What follows belongs to an exercise in optimizing a design on an open flow for small area, a short achievable clock period and few clock cycles; a production flow would make more cautious choices.
In this exercise RTL edits were held to simulation tests only and were not proved equivalent to the original.
Power and IR drop assume default switching activity.

**flow/run.sh**
```bash
#!/bin/bash
# Standard ORFS layout (the standard.sh, standard synthesis unchanged),
# with two changes to how the layout is made:
#  - timing repair aims below the design's period: repair_timing works on the
#    worst endpoints until their slack reaches SETUP_SLACK_MARGIN;
#  - every port still gets its own buffer, but a plain buf_4 instead of the
#    default delay-cell buffer, so it can be resized like any other buffer.
set -euo pipefail
export SETUP_SLACK_MARGIN=7
export TNS_END_PERCENT=0
export BUFFER_PORTS_ARGS="-buffer_cell sky130_fd_sc_hd__buf_4"
bash standard.sh finish > make_finish.log 2>&1
```
**standard.sh**
```bash
#!/bin/bash
# synth_recipe.tcl (not shown) runs the flow's synth.tcl, then flattens the netlist and writes it again
# the make line also repeats each setting of config.mk as NAME=value (left out here)
make -C /OpenROAD-flow-scripts/flow DESIGN_CONFIG=/design/flow/config.mk WORK_HOME=/design/flow/orfs CLKGATE_MAP_FILE= SYNTH_SCRIPT=/design/flow/synth_recipe.tcl "${@:-finish}"
```
**config.mk**
```make
export PLATFORM = sky130hd
export DESIGN_NAME = kspc_link
export DESIGN_NICKNAME = kspc_link
export VERILOG_FILES = /design/flow/design.v
export SDC_FILE = /design/flow/constraint.sdc
export NUM_CORES = 4
export LEC_CHECK = 0
export CAP_MARGIN = 20
export CORE_MARGIN = 2
export CORE_UTILIZATION = 60
export SLEW_MARGIN = 20
export TNS_END_PERCENT = 0
```
**constraint.sdc**
```tcl
create_clock -name core_clock -period 10.0 [get_ports {clk}]
set_input_delay 2.0000 -clock core_clock [delete_from_list [all_inputs] [get_ports {clk}]]
set_output_delay 2.0000 -clock core_clock [all_outputs]
set_load 0.01 [all_outputs]
```
**design.v**
```verilog
module kspc_link (
    input  wire        clk,
    input  wire        reset,         
    input  wire        cmd_valid,
    output wire        cmd_ready,
    input  wire [23:0] cmd_word,
    output wire        rsp_valid,
    output wire [15:0] rsp_word,
    input  wire        rx_avail,
    input  wire [7:0]  rx_data,
    output wire        rx_pop,
    output wire        tx_valid,
    output wire [7:0]  tx_data,
    input  wire        tx_ready,
    input  wire [31:0] now,
    output wire        connected
);
    localparam [7:0]  SYNC0         = 8'hBE;
    localparam [7:0]  SYNC1         = 8'hEF;
    localparam [7:0]  HANDSHAKE_LEN = 8'd4;
    localparam [7:0]  TELEMETRY_LEN = 8'd64;
    localparam [7:0]  CONTROL_TAG   = 8'h65;
    localparam [7:0]  CONTROL_LEN   = 8'd16;
    localparam [7:0]  HS_M1         = 8'd3;
    localparam [7:0]  HS_M2         = 8'd1;
    localparam [7:0]  HS_M3         = 8'd4;
    localparam [31:0] IDLE_TIMEOUT  = 32'd2000;
    localparam integer TLEN = 64;
    localparam integer CLEN = 16;
    localparam [2:0] SEEK0   = 3'd0;
    localparam [2:0] SEEK1   = 3'd1;
    localparam [2:0] LEN     = 3'd2;
    localparam [2:0] TAG     = 3'd3;
    localparam [2:0] PAYLOAD = 3'd4;
    localparam [2:0] CSUM    = 3'd5;
    localparam [7:0] OP_NOP   = 8'h00;
    localparam [7:0] OP_POLL  = 8'h01;
    localparam [7:0] OP_SENDC = 8'h02;
    localparam [7:0] OP_SENDH = 8'h03;
    localparam [7:0] OP_RST   = 8'h0F;
    localparam [7:0] OP_RDS   = 8'h10;
    localparam [7:0] OP_RDH   = 8'h11;
    localparam [7:0] OP_RDT   = 8'h12;
    localparam [7:0] OP_RDC   = 8'h13;
    localparam [7:0] OP_WRC   = 8'h20;
    localparam [7:0] ST_OK       = 8'h00;
    localparam [7:0] ST_NODATA   = 8'h10;
    localparam [7:0] ST_INCOMPL  = 8'h11;
    localparam [7:0] ST_ACCEPTED = 8'h12;
    localparam [7:0] ST_REJECTED = 8'h13;
    localparam [7:0] ST_ERROR    = 8'hE0;
    localparam [7:0] ERR_OPCODE  = 8'h01;
    localparam [7:0] ERR_OPERAND = 8'h02;
    localparam [7:0] ERR_RANGE   = 8'h03;
    localparam [7:0] ERR_RO      = 8'h04;
    localparam [7:0] REJ_LENGTH  = 8'h01;
    localparam [7:0] REJ_CSUM    = 8'h02;
    reg                 rdy_q;            
    reg                 pop_q;            
    reg                 txv_q;            
    reg                 rst_q;            
    reg                 rd_q;             
    reg                 rspv_q;
    reg  [15:0]         rsp_q;
    reg  [1:0]          rop_q;            
    reg  [5:0]          ra_q;             
    reg                 we_q;             
    reg  [3:0]          wa_q;
    reg  [7:0]          wd_q;
    reg  [2:0]          rx_phase;
    reg  [7:0]          rx_len;
    reg  [7:0]          rx_idx;
    reg  [7:0]          rx_csum;
    reg                 popped;           
    reg                 scr_tag;          
    reg                 bv_q;             
    reg  [7:0]          bq;
    reg                 cm_t, cm_h;       
    reg  [7:0]          scr [1:63];       
    reg  [7:0]          tel [1:63];       
    reg                 tel_v;            
    reg  [7:0]          hsr [1:3];        
    reg                 hsr_v;            
    reg  [7:0]          ctl [1:15];       
    reg                 conn;
    reg  [31:0]         last_ok;
    reg                 tx_ctl;           
    reg                 tx_ack;           
    reg  [4:0]          tx_pos;           
    reg  [7:0]          tx_q;
    reg  [7:0]          tx_acc;           
    assign cmd_ready = rdy_q;
    assign rx_pop    = pop_q;
    assign tx_valid  = txv_q;
    assign tx_data   = tx_q;
    assign rsp_valid = rspv_q;
    assign rsp_word  = rsp_q;
    assign connected = conn;
    wire do_reset = reset || rst_q;
    wire [7:0] op = cmd_word[23:16];
    wire [7:0] ca = cmd_word[15:8];
    wire [7:0] cd = cmd_word[7:0];
    wire accept = cmd_valid && rdy_q;
    wire is_nop   = (op == OP_NOP);
    wire is_poll  = (op == OP_POLL);
    wire is_send  = (op[7:1] == 7'h01);           
    wire is_rst   = (op == OP_RST);
    wire is_rds   = (op == OP_RDS);
    wire is_rdh   = (op == OP_RDH);
    wire is_rdt   = (op == OP_RDT);
    wire is_rdc   = (op == OP_RDC);
    wire is_wrc   = (op == OP_WRC);
    wire op_action = is_nop || is_poll || is_send || is_rst;
    wire op_read   = (op[7:2] == 6'h04);          
    wire a_zero = (ca == 8'd0);
    wire d_zero = (cd == 8'd0);
    wire ad_zero = a_zero && d_zero;
    wire lt4    = (ca[7:2] == 6'd0);
    wire lt16   = (ca[7:4] == 4'd0);
    wire lt18   = (ca[7:5] == 3'd0) && (!ca[4] || ca[3:1] == 3'd0);
    wire lt64   = (ca[7:6] == 2'd0);
    wire rd_ok   = d_zero && ((is_rds && lt18) || (is_rdh && lt4) ||
                              (is_rdt && lt64) || (is_rdc && lt16));
    wire poll_ok = is_poll && ad_zero;
    wire send_ok = is_send && ad_zero;
    wire rst_ok  = is_rst  && ad_zero;
    wire wrc_ok  = is_wrc  && lt16 && !a_zero;
    wire multi_ok = rd_ok || poll_ok || send_ok || rst_ok;    
    reg [7:0] cmd_err;    
    always @(*) begin
        if (!(op_action || op_read || is_wrc))
            cmd_err = ERR_OPCODE;
        else if ((op_action && !ad_zero) || (op_read && !d_zero))
            cmd_err = ERR_OPERAND;
        else if ((op_read && !rd_ok) || (is_wrc && !lt16))
            cmd_err = ERR_RANGE;
        else if (is_wrc && a_zero)
            cmd_err = ERR_RO;
        else
            cmd_err = 8'd0;
    end
    reg [7:0] csr_rd;
    always @(*) begin
        case (ra_q[4:0])
            5'd0:    csr_rd = {4'd0, rx_phase, conn};
            5'd1:    csr_rd = rx_len;
            5'd2:    csr_rd = rx_idx;
            5'd3:    csr_rd = rx_csum;
            5'd4:    csr_rd = last_ok[7:0];
            5'd5:    csr_rd = last_ok[15:8];
            5'd6:    csr_rd = last_ok[23:16];
            5'd7:    csr_rd = last_ok[31:24];
            5'd8:    csr_rd = TELEMETRY_LEN;
            5'd9:    csr_rd = CONTROL_LEN;
            5'd10:   csr_rd = CONTROL_TAG;
            5'd11:   csr_rd = HS_M1;
            5'd12:   csr_rd = HS_M2;
            5'd13:   csr_rd = HS_M3;
            5'd14:   csr_rd = IDLE_TIMEOUT[7:0];
            5'd15:   csr_rd = IDLE_TIMEOUT[15:8];
            5'd16:   csr_rd = IDLE_TIMEOUT[23:16];
            5'd17:   csr_rd = IDLE_TIMEOUT[31:24];
            default: csr_rd = 8'd0;
        endcase
    end
    wire [3:0] ctl_i  = txv_q ? (tx_pos[3:0] - 4'd2) : ra_q[3:0];
    wire [7:0] ctl_rd = (ctl_i == 4'd0) ? CONTROL_TAG : ctl[ctl_i];
    wire [7:0] tel_rd = (ra_q == 6'd0) ? 8'h01 :
                        (tel_v ? tel[ra_q] : 8'h00);
    wire [7:0] hsr_rd = (ra_q[1:0] == 2'd0 || !hsr_v) ? 8'h00 : hsr[ra_q[1:0]];
    reg [7:0] rd_data;
    always @(*) begin
        case (rop_q)
            2'd0:    rd_data = csr_rd;
            2'd1:    rd_data = hsr_rd;
            2'd2:    rd_data = tel_rd;
            default: rd_data = ctl_rd;
        endcase
    end
    wire [7:0] b    = rx_data;
    wire       take = pop_q && rx_avail;
    wire len_match = ((b == 8'h00) && (rx_len == HANDSHAKE_LEN)) ||
                     ((b == 8'h01) && (rx_len == TELEMETRY_LEN));
    wire csum_ok   = (b == rx_csum);
    wire pay_last  = rx_len[6] ? (rx_idx[5:0] == 6'd63) : (rx_idx[1:0] == 2'd3);
    wire in_tag  = (rx_phase == TAG);
    wire in_pay  = (rx_phase == PAYLOAD);
    wire in_csum = (rx_phase == CSUM);
    wire rx_done = in_csum || (in_tag && !len_match);    
    wire rx_acc  = in_csum && csum_ok;
    wire poll_end = pop_q && (!rx_avail || rx_done);    
    wire hs_reply = take && rx_acc && !scr_tag;          
    wire [32:0] lo_end = {1'b0, last_ok} + {1'b0, IDLE_TIMEOUT};
    wire        ge_lo  = (now >= last_ok);
    wire        le_hi  = (now <= lo_end[31:0]);
    reg         expired;
    always @(posedge clk)
        expired <= lo_end[32] ? !(ge_lo || le_hi) : !(ge_lo && le_hi);
    wire tx_last = tx_ctl ? (tx_pos == 5'd19) : (tx_pos == 5'd7);
    wire tx_fire = txv_q && tx_ready;
    reg [7:0] tx_nxt;
    always @(*) begin
        if (tx_ctl) begin
            case (tx_pos)
                5'd0:    tx_nxt = SYNC1;
                5'd1:    tx_nxt = CONTROL_LEN;
                5'd2:    tx_nxt = CONTROL_TAG;
                5'd18:   tx_nxt = tx_acc ^ tx_q;
                default: tx_nxt = ctl_rd;
            endcase
        end else begin
            case (tx_pos[2:0])
                3'd0:    tx_nxt = SYNC1;
                3'd1:    tx_nxt = HANDSHAKE_LEN;
                3'd2:    tx_nxt = 8'h00;
                3'd3:    tx_nxt = HS_M1;
                3'd4:    tx_nxt = HS_M2;
                3'd5:    tx_nxt = HS_M3;
                default: tx_nxt = 8'h02;    
            endcase
        end
    end
    wire [15:0] poll_rsp = !rx_avail ? (popped ? {ST_INCOMPL, 8'h00}
                                               : {ST_NODATA, 8'h00}) :
                           !in_csum  ? {ST_REJECTED, REJ_LENGTH} :
                           csum_ok   ? {ST_ACCEPTED, 7'd0, scr_tag} :
                                       {ST_REJECTED, REJ_CSUM};
    always @(posedge clk) begin
        if (do_reset)   rsp_q <= {ST_OK, 8'h00};
        else if (rdy_q) rsp_q <= (cmd_err != 8'd0) ? {ST_ERROR, cmd_err}
                                                   : {ST_OK, 8'h00};
        else if (rd_q)  rsp_q <= {ST_OK, rd_data};
        else if (pop_q) rsp_q <= poll_rsp;
        else            rsp_q <= tx_ack ? {ST_ACCEPTED, 8'h00} : {ST_OK, 8'h00};
    end
    always @(posedge clk) begin
        if (rdy_q) begin
            rop_q <= op[1:0];
            ra_q  <= ca[5:0];
            wa_q  <= ca[3:0];
            wd_q  <= cd;
        end
        tx_ctl <= rdy_q ? !op[0] : (tx_ctl && !hs_reply);
    end
    always @(posedge clk) begin
        if (do_reset) begin
            rdy_q    <= 1'b1;
            pop_q    <= 1'b0;
            txv_q    <= 1'b0;
            rst_q    <= 1'b0;
            rd_q     <= 1'b0;
            we_q     <= 1'b0;
            rspv_q   <= !reset;
            rx_phase <= SEEK0;
            rx_len   <= 8'd0;
            rx_idx   <= 8'd0;
            rx_csum  <= 8'd0;
            conn     <= 1'b0;
            last_ok  <= 32'd0;
            tx_pos   <= 5'd0;
            tx_q     <= SYNC0;
            tx_acc   <= 8'd0;
        end else begin
            rspv_q <= 1'b0;
            rd_q   <= 1'b0;
            we_q   <= accept && wrc_ok;
            if (accept) begin
                if (!multi_ok) begin
                    rspv_q <= 1'b1;
                end else begin
                    rdy_q  <= 1'b0;
                    pop_q  <= poll_ok;
                    txv_q  <= send_ok;
                    rst_q  <= rst_ok;
                    rd_q   <= rd_ok;
                    tx_ack <= 1'b0;
                    popped <= 1'b0;
                end
            end
            if (rd_q) begin
                rdy_q  <= 1'b1;
                rspv_q <= 1'b1;
            end
            if (take) begin
                popped <= 1'b1;
                case (rx_phase)
                    SEEK0: begin
                        if (b == SYNC0) rx_phase <= SEEK1;
                    end
                    SEEK1: begin
                        if (b == SYNC1)      rx_phase <= LEN;
                        else if (b != SYNC0) rx_phase <= SEEK0;
                    end
                    LEN: begin
                        rx_len   <= b;
                        rx_phase <= TAG;
                    end
                    TAG: begin
                        if (len_match) begin
                            rx_idx   <= 8'd1;
                            rx_csum  <= rx_len ^ b;
                            rx_phase <= PAYLOAD;
                        end
                    end
                    PAYLOAD: begin
                        rx_csum <= rx_csum ^ b;
                        rx_idx  <= rx_idx + 8'd1;
                        if (pay_last) rx_phase <= CSUM;
                    end
                    default: ;
                endcase
                if (rx_done) begin
                    rx_phase <= SEEK0;
                    rx_len   <= 8'd0;
                    rx_idx   <= 8'd0;
                    rx_csum  <= 8'd0;
                end
            end
            if (poll_end) begin
                pop_q <= 1'b0;
                if (take && rx_acc) begin
                    conn    <= 1'b1;
                    last_ok <= now;
                end else if (expired) begin
                    conn    <= 1'b0;
                    last_ok <= now;
                end
                if (hs_reply) begin
                    txv_q  <= 1'b1;
                    tx_ack <= 1'b1;
                end else begin
                    rdy_q  <= 1'b1;
                    rspv_q <= 1'b1;
                end
            end
            if (tx_fire) begin
                if (tx_last) begin
                    txv_q  <= 1'b0;
                    rdy_q  <= 1'b1;
                    rspv_q <= 1'b1;
                    tx_pos <= 5'd0;
                    tx_q   <= SYNC0;
                    tx_acc <= 8'd0;
                end else begin
                    tx_pos <= tx_pos + 5'd1;
                    tx_q   <= tx_nxt;
                    if (tx_pos >= 5'd2)
                        tx_acc <= tx_acc ^ tx_q;
                end
            end
        end
    end
    integer i;
    always @(posedge clk) begin
        if (take && in_tag)
            scr_tag <= b[0];
        bq   <= b;
        bv_q <= take && in_pay && !do_reset;
        cm_t <= take && rx_acc &&  scr_tag && !do_reset;
        cm_h <= take && rx_acc && !scr_tag && !do_reset;
        if (bv_q) begin
            scr[1] <= bq;
            for (i = 2; i < 64; i = i + 1)
                scr[i] <= scr[i-1];
        end
    end
    always @(posedge clk) begin
        if (cm_t) begin
            for (i = 1; i < 64; i = i + 1)
                tel[i] <= scr[64-i];
        end
        if (do_reset)  tel_v <= 1'b0;
        else if (cm_t) tel_v <= 1'b1;
    end
    always @(posedge clk) begin
        if (cm_h) begin
            for (i = 1; i < 4; i = i + 1)
                hsr[i] <= scr[4-i];
        end
        if (do_reset)  hsr_v <= 1'b0;
        else if (cm_h) hsr_v <= 1'b1;
    end
    wire [7:0] ctl_d = wd_q & {8{!do_reset}};
    always @(posedge clk) begin
        for (i = 1; i < 16; i = i + 1)
            if (do_reset || (we_q && wa_q == i))
                ctl[i] <= ctl_d;
    end
endmodule
```
==> run_results.csv, run 1 <==
group,metric,value,unit
final_layout,layout.nets,3291,
setup_path,worst-path-max-fanout,14,
clocking,numClockSinks,1286,
logic_synthesis,synth_ff_type,"edfxtp_1",
detailed_routing,drtAntennaViolNets,0,
floorplanning,die_w,286,um
setup_path,worst_path_dominant_cell_family,"flip-flops",
final_layout,final_util,69.9,%
sta,setup_ws,6.60,ns
logic_synthesis,ys_ff_latch,1286,
place,post-dp-hpwl,86600,um
place,dp_slack,5.40,ns
detailed_routing,drc_errors,0,
clocking,numCtsBuffers,120,
sta,max_freq,294,MHz
floorplanning,die_area,81500,um^2
clocking,cts_tree,"yes",
detailed_routing,vias,28700,
global_route,grt_max_degree,195,
sta,rsz0062_at_grt,"true",
logic_synthesis,synth_cell_types,93,
global_route,gr-total-overflow,0,
logic_synthesis,synth_seq_area_share,78.8,%
setup_path,path_class,"register to output port",
setup_path,cp_slowest_cell,"dfxtp_4",
setup_path,cp-start-kind,"register",
clocking,ctsHoldBuffers,0,
sta,slew_viol_final,0,
detailed_routing,drt-initial-drc-count,4597,
sta,layout_min_cycle_time,3.40,ns
clocking,cts.reportedPaths.clkPinSlew,0.07,ns
sta,hold_slack,0.419,ns
power,p_leak,0.0173,uW
setup_path,end_kind,"output port",
floorplanning,fp.dieH,286,um
logic_synthesis,synthArstFlopShare,0,%
global_route,grt_pass1_vias,27200,
final_layout,area.growth.synth_to_final,15.7,%
detailed_routing,wl_per_cell,31.7,um
sta,finalHoldViolCount,0,
setup_path,path_cells,"buf_12 > buf_4",
global_route,grt_pass1_wl,192000,um
floorplanning,core_area,78700,um^2
clocking,cts.htree.levels,3,
logic_synthesis,synthCells,2905,
place,io_buffers,95,
setup_path,worstPathRequired,8.00,ns
global_route,grt.total_usage,33.1,%
setup_path,critPathBufInv,2,
final_layout,n_fill_cell,5091,
floorplanning,boundaryPins,98,
logic_synthesis,avgSynthCellArea,16.4,um^2
logic_synthesis,yosys_warnings,29,
place,gp_congestion,0.924,
power,power.density,196,nW/um^2
detailed_routing,avgViaCountPerCell,6.66,
sta,finalSetupTns,0,ns
sta,setup_viol,0,
hold_path,worstHoldPathType,"register to register",
detailed_routing,routed_wl,137000,um
final_layout,drive_above_1_share,16.5,%
clocking,clockBufferDepth,3,
setup_path,critPathMaxStageDelay,0.41,ns
power,vdd_drop_max,0.200,mV
sta,clock_skew,0.0336,ns
floorplanning,rows,103,
job,drv_cap,0,
logic_synthesis,syn-cell-area,47600,um^2
setup_path,critPathArrivalTime,1.40,ns
sta,tightest_slew,1.12,ns
global_route,antenna_found_initial,1,
detailed_routing,first_pass_iters,6,
clocking,clkLatencyLatePin,0.70,ns
clocking,cts_root_buf,"clkbuf_16",
sta,slew_headroom,24.9,%
floorplanning,initial_core_util,60.4,%
status,outcome,"finished clean",
sta,finalCritPeriodShare,34.0,%
logic_synthesis,synth_edf_count,1171,
==> flip-flops by register name (all words and copies together) (netlist names), 2 cells and up <==
register / flops
wa_q: 3
scr: 504
hsr: 24
rx_csum: 8
rop_q: 2
rx_phase: 3
tx_pos: 5
rx_idx: 8
tx_q: 8
tel: 504
rx_len: 8
ra_q: 3
bq: 8
last_ok: 32
ctl: 120
rsp_q: 12
wd_q: 8
tx_acc: 8
==> per-stage QoR <==
stage	cell area, um^2	power (uW)	instances
3_5_place_dp	50300	6320	4052
6_report	55000	10800	4303
4_1_cts	54700	10800	4293
3_3_place_gp	50200	6310	4046
2_1_floorplan	47600	6130	2906
5_1_grt	55000	11000	4302
==> cells by family after synthesis <==
| logic type | synth area share [%] |
|---|---|
| flip-flops | 78.8 |
| AND/OR/NAND/NOR | 7.34 |
| other | 0.00788 |
| multiplexers | 0.437 |
| AO/OA/AOI/OAI | 9.27 |
| XOR/XNOR | 0.994 |
| adder cells (fa/ha/maj) | 1.86 |
| buffers and inverters | 1.32 |
==> what timing repair did <==
item	CTS	global route
pin swaps	17	13
buffers inserted	17	7
endpoints found under the setup margin	428	451
resized for setup	56	72
gates cloned	2	2
==> power by group <==
group          internal [uW]  leakage [uW]  switching [uW]  total (uW)
logic                    120       0.00455             272         391
registers               5830        0.0108            19.0        5850
clock network           2520       0.00189            2000        4520
==> cell usage in the layout (no fill, tap or decap), types with 67 or more instances in the layout <==
cell type  count
nor2_1        95
o21ai_0       67
edfxtp_1    1171
nand2_1      232
ha_1          69
a22oi_1      278
nand4_1       73
buf_4        180
dfxtp_1      103
clkbuf_16    122
a21oi_1      125
==> synthesized netlist by cell type, types with 12 or more instances <==
| cell | number | area, um^2 |
|---|---|---|
| nand3_1 | 43 | 215 |
| xnor2_1 | 36 | 315 |
| nand2_1 | 236 | 886 |
| xor2_1 | 13 | 114 |
| a222oi_1 | 16 | 160 |
| and2_1 | 16 | 100 |
| o21ai_0 | 86 | 430 |
| mux2i_1 | 14 | 140 |
| buf_2 | 22 | 110 |
| nor4_1 | 19 | 119 |
| nor3_1 | 105 | 526 |
| o211ai_1 | 12 | 90.1 |
| nand2b_1 | 18 | 113 |
| nor2_1 | 103 | 387 |
| clkbuf_1 | 40 | 150 |
| dfxtp_1 | 115 | 2300 |
| edfxtp_1 | 1171 | 35200 |
| ha_1 | 70 | 876 |
| nand3b_1 | 19 | 143 |
| a22oi_1 | 278 | 2090 |
| inv_1 | 53 | 199 |
| nand4_1 | 73 | 457 |
| a21oi_1 | 127 | 636 |
==> area by class of cell <==
class / count / area [um^2] / area share (%)
diodes: 1 / 2.50 / 0.00455
inverters: 53 / 199 / 0.361
multi-input cells: 1485 / 10300 / 18.8
clock inverters: 77 / 791 / 1.44
repair buffers: 206 / 1780 / 3.24
flip-flops and latches: 1286 / 37500 / 68.1
clock buffers: 145 / 3120 / 5.67
well taps: 1050 / 1310 / 2.39
==> per-layer routing <==
metal	vias up	GRT usage, %	wire length [um]
met4	2	14.3	6440
met5	-	0	12
met3	353	6.40	14400
met1	14400	46.9	52500
li1	12100	-	-
met2	1828	51.0	63200
==> final timing paths <==
path	start	endpoint	slack (ns)	cells past startpoint
worst min-delay path	scr[18][6]$_DFFE_PP_	scr[19][6]$_DFFE_PP_	0.42	0
worst max register to register	wa_q[0]$_DFFE_PP_	rsp_q[1]$_SDFF_PN0_	6.63	10
worst min register to register	scr[18][6]$_DFFE_PP_	scr[19][6]$_DFFE_PP_	0.42	0
worst max-delay path	rdy_q$_SDFF_PN1_	cmd_ready	6.60	2
Testbench counts, summed over its fixed seeds: cycles 352,496.
==> run 2: changes to the inputs <==
--- a/design.v
+++ b/design.v
@@ -69,6 +69,7 @@
     reg  [7:0]          wd_q;
     reg  [2:0]          rx_phase;
     reg  [7:0]          rx_len;
+    reg                 len4, len64;      
     reg  [7:0]          rx_idx;
     reg  [7:0]          rx_csum;
     reg                 popped;           
@@ -179,10 +180,9 @@
     end
     wire [7:0] b    = rx_data;
     wire       take = pop_q && rx_avail;
-    wire len_match = ((b == 8'h00) && (rx_len == HANDSHAKE_LEN)) ||
-                     ((b == 8'h01) && (rx_len == TELEMETRY_LEN));
+    wire len_match = (b[7:1] == 7'd0) && (b[0] ? len64 : len4);
     wire csum_ok   = (b == rx_csum);
-    wire pay_last  = rx_len[6] ? (rx_idx[5:0] == 6'd63) : (rx_idx[1:0] == 2'd3);
+    wire pay_last  = len64 ? (rx_idx[5:0] == 6'd63) : (rx_idx[1:0] == 2'd3);
     wire in_tag  = (rx_phase == TAG);
     wire in_pay  = (rx_phase == PAYLOAD);
     wire in_csum = (rx_phase == CSUM);
@@ -293,6 +293,8 @@
                     end
                     LEN: begin
                         rx_len   <= b;
+                        len4     <= (b == HANDSHAKE_LEN);
+                        len64    <= (b == TELEMETRY_LEN);
                         rx_phase <= TAG;
                     end
                     TAG: begin
--- a/config.mk
+++ b/config.mk
@@ -8,5 +8,8 @@
 export CAP_MARGIN = 20
 export CORE_MARGIN = 2
 export CORE_UTILIZATION = 60
+export CTS_BUF_LIST = sky130_fd_sc_hd__clkbuf_16
+export CTS_CLUSTER_DIAMETER = 100
+export CTS_CLUSTER_SIZE = 20
 export SLEW_MARGIN = 20
 export TNS_END_PERCENT = 0
==> run 2 against run 1 <==
Highest routed layer is now met4. Clock skew grew 0.00062 ns. Critical path depth grew 9. Sequential share of layout area grew 1.8 points. Flip-flop and latch count grew 2. Die area grew 0.52%. Final cell count shrank 2.0%.
==> run_results.csv, run 2 <==
group,metric,value,unit
detailed_routing,wl_per_cell,31.9,um
place,gp_congestion,0.925,
sta,max_freq,299,MHz
power,vdd_drop_max,0.194,mV
setup_path,worstPathRequired,10.57,ns
logic_synthesis,synthArstFlopShare,0,%
sta,setup_ws,6.66,ns
setup_path,ff2ff_path_depth,11,
final_layout,final_cell_mix,"1,173 x edfxtp_1, 239 x a22oi_1, 209 x nand2_1",
floorplanning,die_area,82000,um^2
setup_path,cp-start-kind,"primary input",
logic_synthesis,synth_common_cells,"1,173 x edfxtp_1, 239 x a22oi_1, 222 x nand2_1",
setup_path,path_common_cell,"buf_12",
final_layout,multi_input_area,10700,um^2
global_route,grt_max_degree,191,
hold_path,hold_end,"scr[1][1]$_DFFE_PP_",
power,seq_power_share,62.8,%
clocking,clockBufferDepth,3,
floorplanning,die_w,286,um
floorplanning,initial_core_util,60.5,%
sta,slew_headroom,19.1,%
power,p_switching,1980,uW
clocking,cts.reportedPaths.clkPinSlew,0.08,ns
place,dp_slack,5.41,ns
clocking,cts_tree,"yes",
global_route,gr-total-overflow,0,
setup_path,worst_path_dominant_cell_family,"simple AND/OR/NAND/NOR gates",
place,io_buffers,95,
hold_path,hold_path.startpoint,"bq[1]$_DFF_P_",
power,power_frac_comb,4.2,%
setup_path,path_cells,"buf_12 > or4_4 > nor4b_4 > o21ai_1 > nand2_2 > a21boi_4 > o21ai_4 > buf_12 > buf_16 > nand2_4 > a21oi_2",
clocking,numCtsBuffers,74,
logic_synthesis,syn-cell-area,47800,um^2
detailed_routing,drc_errors,0,
logic_synthesis,synth_area_leaders,"edfxtp_1 74%, dfxtp_1 4.8%, a22oi_1 3.8%",
power,power.density,173,nW/um^2
detailed_routing,drtAntennaViolNets,0,
logic_synthesis,synth_top_area_cell,"edfxtp_1",
setup_path,worst-path-max-fanout,8,
final_layout,ff_latch_area,37600,um^2
sta,layout_min_cycle_time,3.34,ns
hold_path,worstHoldPathType,"register to register",
logic_synthesis,netlist.area_leader.share,73.7,%
logic_synthesis,synth_seq_area_share,78.5,%
floorplanning,core_area,79000,um^2
sta,finalSetupTns,0,ns
setup_path,end_kind,"register",
power,clock_power_share,33.0,%
floorplanning,rows,103,
place,post-dp-hpwl,85700,um
floorplanning,boundaryPins,98,
setup_path,r2r-end,"rsp_q[0]$_SDFF_PN0_",
setup_path,cp_slowest_cell,"or4_4",
power,swShare,21.3,%
sta,clock_skew,0.0342,ns
clocking,numClockSinks,1288,
power,power,9310,uW
global_route,grt.total_usage,32.5,%
logic_synthesis,avgSynthCellArea,16.3,um^2
final_layout,top_regs,"scr x504, tel x504, ctl x120",
final_layout,fin_cells,4216,
logic_synthesis,synth_cell_types,98,
setup_path,critPathBufInv,3,
clocking,cts_root_buf,"clkbuf_16",
global_route,grt_pass1_vias,26900,
setup_path,critPathArrivalTime,3.91,ns
floorplanning,fp.dieH,286,um
power,p_int,7330,uW
sta,finalHoldViolCount,0,
sta,tightest_slew,1.21,ns
setup_path,r2r-start,"wa_q[2]$_DFFE_PP_",
detailed_routing,drt-initial-drc-count,4570,
logic_synthesis,synth_edf_count,1173,
setup_path,critPathMaxStageDelay,0.56,ns
sta,rsz0062_at_grt,"true",
detailed_routing,routed_wl,135000,um
job,drv_cap,0,
final_layout,final_util,68.0,%
logic_synthesis,synth.most_common_cell,"edfxtp_1",
final_layout,area.growth.synth_to_final,12.4,%
logic_synthesis,synth_ff_type,"edfxtp_1",
setup_path,path_class,"primary input to register",
clocking,clkLatencyLatePin,0.67,ns
status,outcome,"finished clean",
final_layout,layout_commonest_cell,"edfxtp_1",
logic_synthesis,yosys_warnings,29,
final_layout,layout.nets,3275,
sta,slew_viol_final,0,
clocking,cts.htree.levels,3,
final_layout,drive_above_1_share,16.1,%
logic_synthesis,synthCells,2930,
final_layout,n_fill_cell,5325,
place,place_inst,4060,
global_route,grt_pass1_wl,190000,um
detailed_routing,vias,28400,
setup_path,reg2reg_slack,6.68,ns
logic_synthesis,ys_ff_latch,1288,
sta,setup_viol,0,
detailed_routing,first_pass_iters,7,
power,p_leak,0.0166,uW
global_route,antenna_found_initial,4,
sta,finalCritPeriodShare,33.4,%
detailed_routing,avgViaCountPerCell,6.74,
hold_path,min_path_cells,0,
-- run 2: cell types whose count changed after synthesis, sizes merged, moves of 7 or more --
| cell | change |
|---|---|
| nor3 | -74 |
| nor2 | +55 |
| a22oi | -39 |
| nand3 | +37 |
| and3 | +30 |
| nand4 | -28 |
| nand2 | -13 |
| a21oi | -11 |
| o22ai | +11 |
| a2111oi | +10 |
| a221oi | +9 |
| nand4b | +8 |
| o221ai | +8 |
| nor2b | +7 |
-- run 2: logic make-up (layout without fill, tap and decap cells) --
| kind of cell | after synthesis | count (layout) | share of synthesized area, % |
|---|---|---|---|
| compound gates | 623 | 624 | 9.08 |
| xor+xnor | 51 | 51 | 0.966 |
| fa+ha+maj | 71 | 71 | 1.85 |
| buf+inv | 135 | 366 | 1.27 |
| flops | 1288 | 1288 | 78.5 |
| mux | 26 | 26 | 0.586 |
| other cells | 1 | 3 | 0.00784 |
| simple gates | 735 | 737 | 7.76 |
-- run 2: metrics by stage --
step	hold WS (ns)	cell area (um^2)
4_1_cts	0.418	53200
3_5_place_dp	0.391	50100
2_1_floorplan	0.386	47800
3_3_place_gp	0.403	50100
5_1_grt	0.435	53700
6_report	0.414	53700
-- run 2: cell type report --
type | instances | area share, %
Antenna cell | 1 | 0.00466
Clock buffer | 75 | 3.49
Clock inverter | 30 | 0.398
Inverter | 49 | 0.347
Multi-Input combinational cell | 1511 | 19.8
Sequential cell | 1288 | 69.9
Tap cell | 1050 | 2.44
Timing Repair Buffer | 212 | 3.56
-- run 2: how the worst max path moves through the flow --
stage	startpoint	to	cells after the start
floorplan	cm_t$_DFF_P_	tel[10][0]$_DFFE_PP_	0
global placement	rx_data[3]	last_ok[0]$_SDFFE_PN0P_	9
detailed placement	rx_data[3]	last_ok[22]$_SDFFE_PN0P_	9
CTS	rx_data[7]	last_ok[6]$_SDFFE_PN0P_	11
global route	rx_data[3]	rdy_q$_SDFF_PN1_	8
finish	rx_data[4]	last_ok[19]$_SDFFE_PN0P_	11
-- run 2: what timing repair did --
| action | in CTS | in global routing |
|---|---|---|
| gates resized for setup | 145 | 78 |
| setup buffers | 20 | 20 |
| pin swaps | 23 | 49 |
| gates cloned | 5 | 2 |
| setup endpoints to repair | 211 | 383 |
| hold buffers | 0 | 0 |
-- run 2: power groups by stage --
| stage | clock [uW] | combinational (uW) | sequential [uW] |
|---|---|---|---|
| 2_1_floorplan | 0 | 178 | 5970 |
| 3_3_place_gp | 0 | 336 | 5970 |
| 3_5_place_dp | 0 | 341 | 5970 |
| 4_1_cts | 3100 | 371 | 5850 |
| 5_1_grt | 3270 | 406 | 5850 |
| 6_report | 3070 | 390 | 5850 |
-- run 2: layer usage --
layer | global-route usage (%) | up-vias | wire length, um
li1 | - | 12000 | -
met1 | 46.4 | 14300 | 53100
met2 | 50.0 | 1780 | 61300
met3 | 6.12 | 302 | 14000
met4 | 13.9 | 0 | 6160
met5 | 0 | - | 0
-- run 2: worst reg2reg max path, cell delays in order (launching register included) --
cell and delay (ns):
edfxtp_1 0.43, buf_6 0.22, buf_12 0.21, nand4bb_1 0.40
nor2_2 0.85, a22oi_1 0.19, nand3_1 0.16, nor4_1 0.07
buf_4 0.16, a21oi_2 0.34, nor2_1 0.11, nand3_1 0.11
Testbench counts of run 2, summed over its fixed seeds: cycles 352,496.

==> what the ideal ports hide <==
The results above use ideal ports. As a check the final layouts listed here were re-extracted and re-timed, cells and wires unchanged.
Step 1 assumes that a clkbuf_16 drives the clock port and a buf_2 every other input.
Step 2 adds t to the input delays and takes it off the output delays; t is the mean of the earliest and latest rising clock arrival at the registers after step 1. Input paths then give back, and output paths get back, about the clock's delay inside the block.
Three values: ideal ports, drivers, drivers and shift; two values: the first two.
run | shift t [ns] | slack for setup (ns) | worst setup path after step 2
run 1 | 0.759 | 6.596 / 6.527 / 5.880 | input to register
run 2 | 0.722 | 6.660 / 6.634 / 5.954 | input to register
After both steps every run listed still meets setup and hold. The setup slack of run 1, which loses most, moves by -0.069 ns with the drivers and by -0.716 ns with both steps.
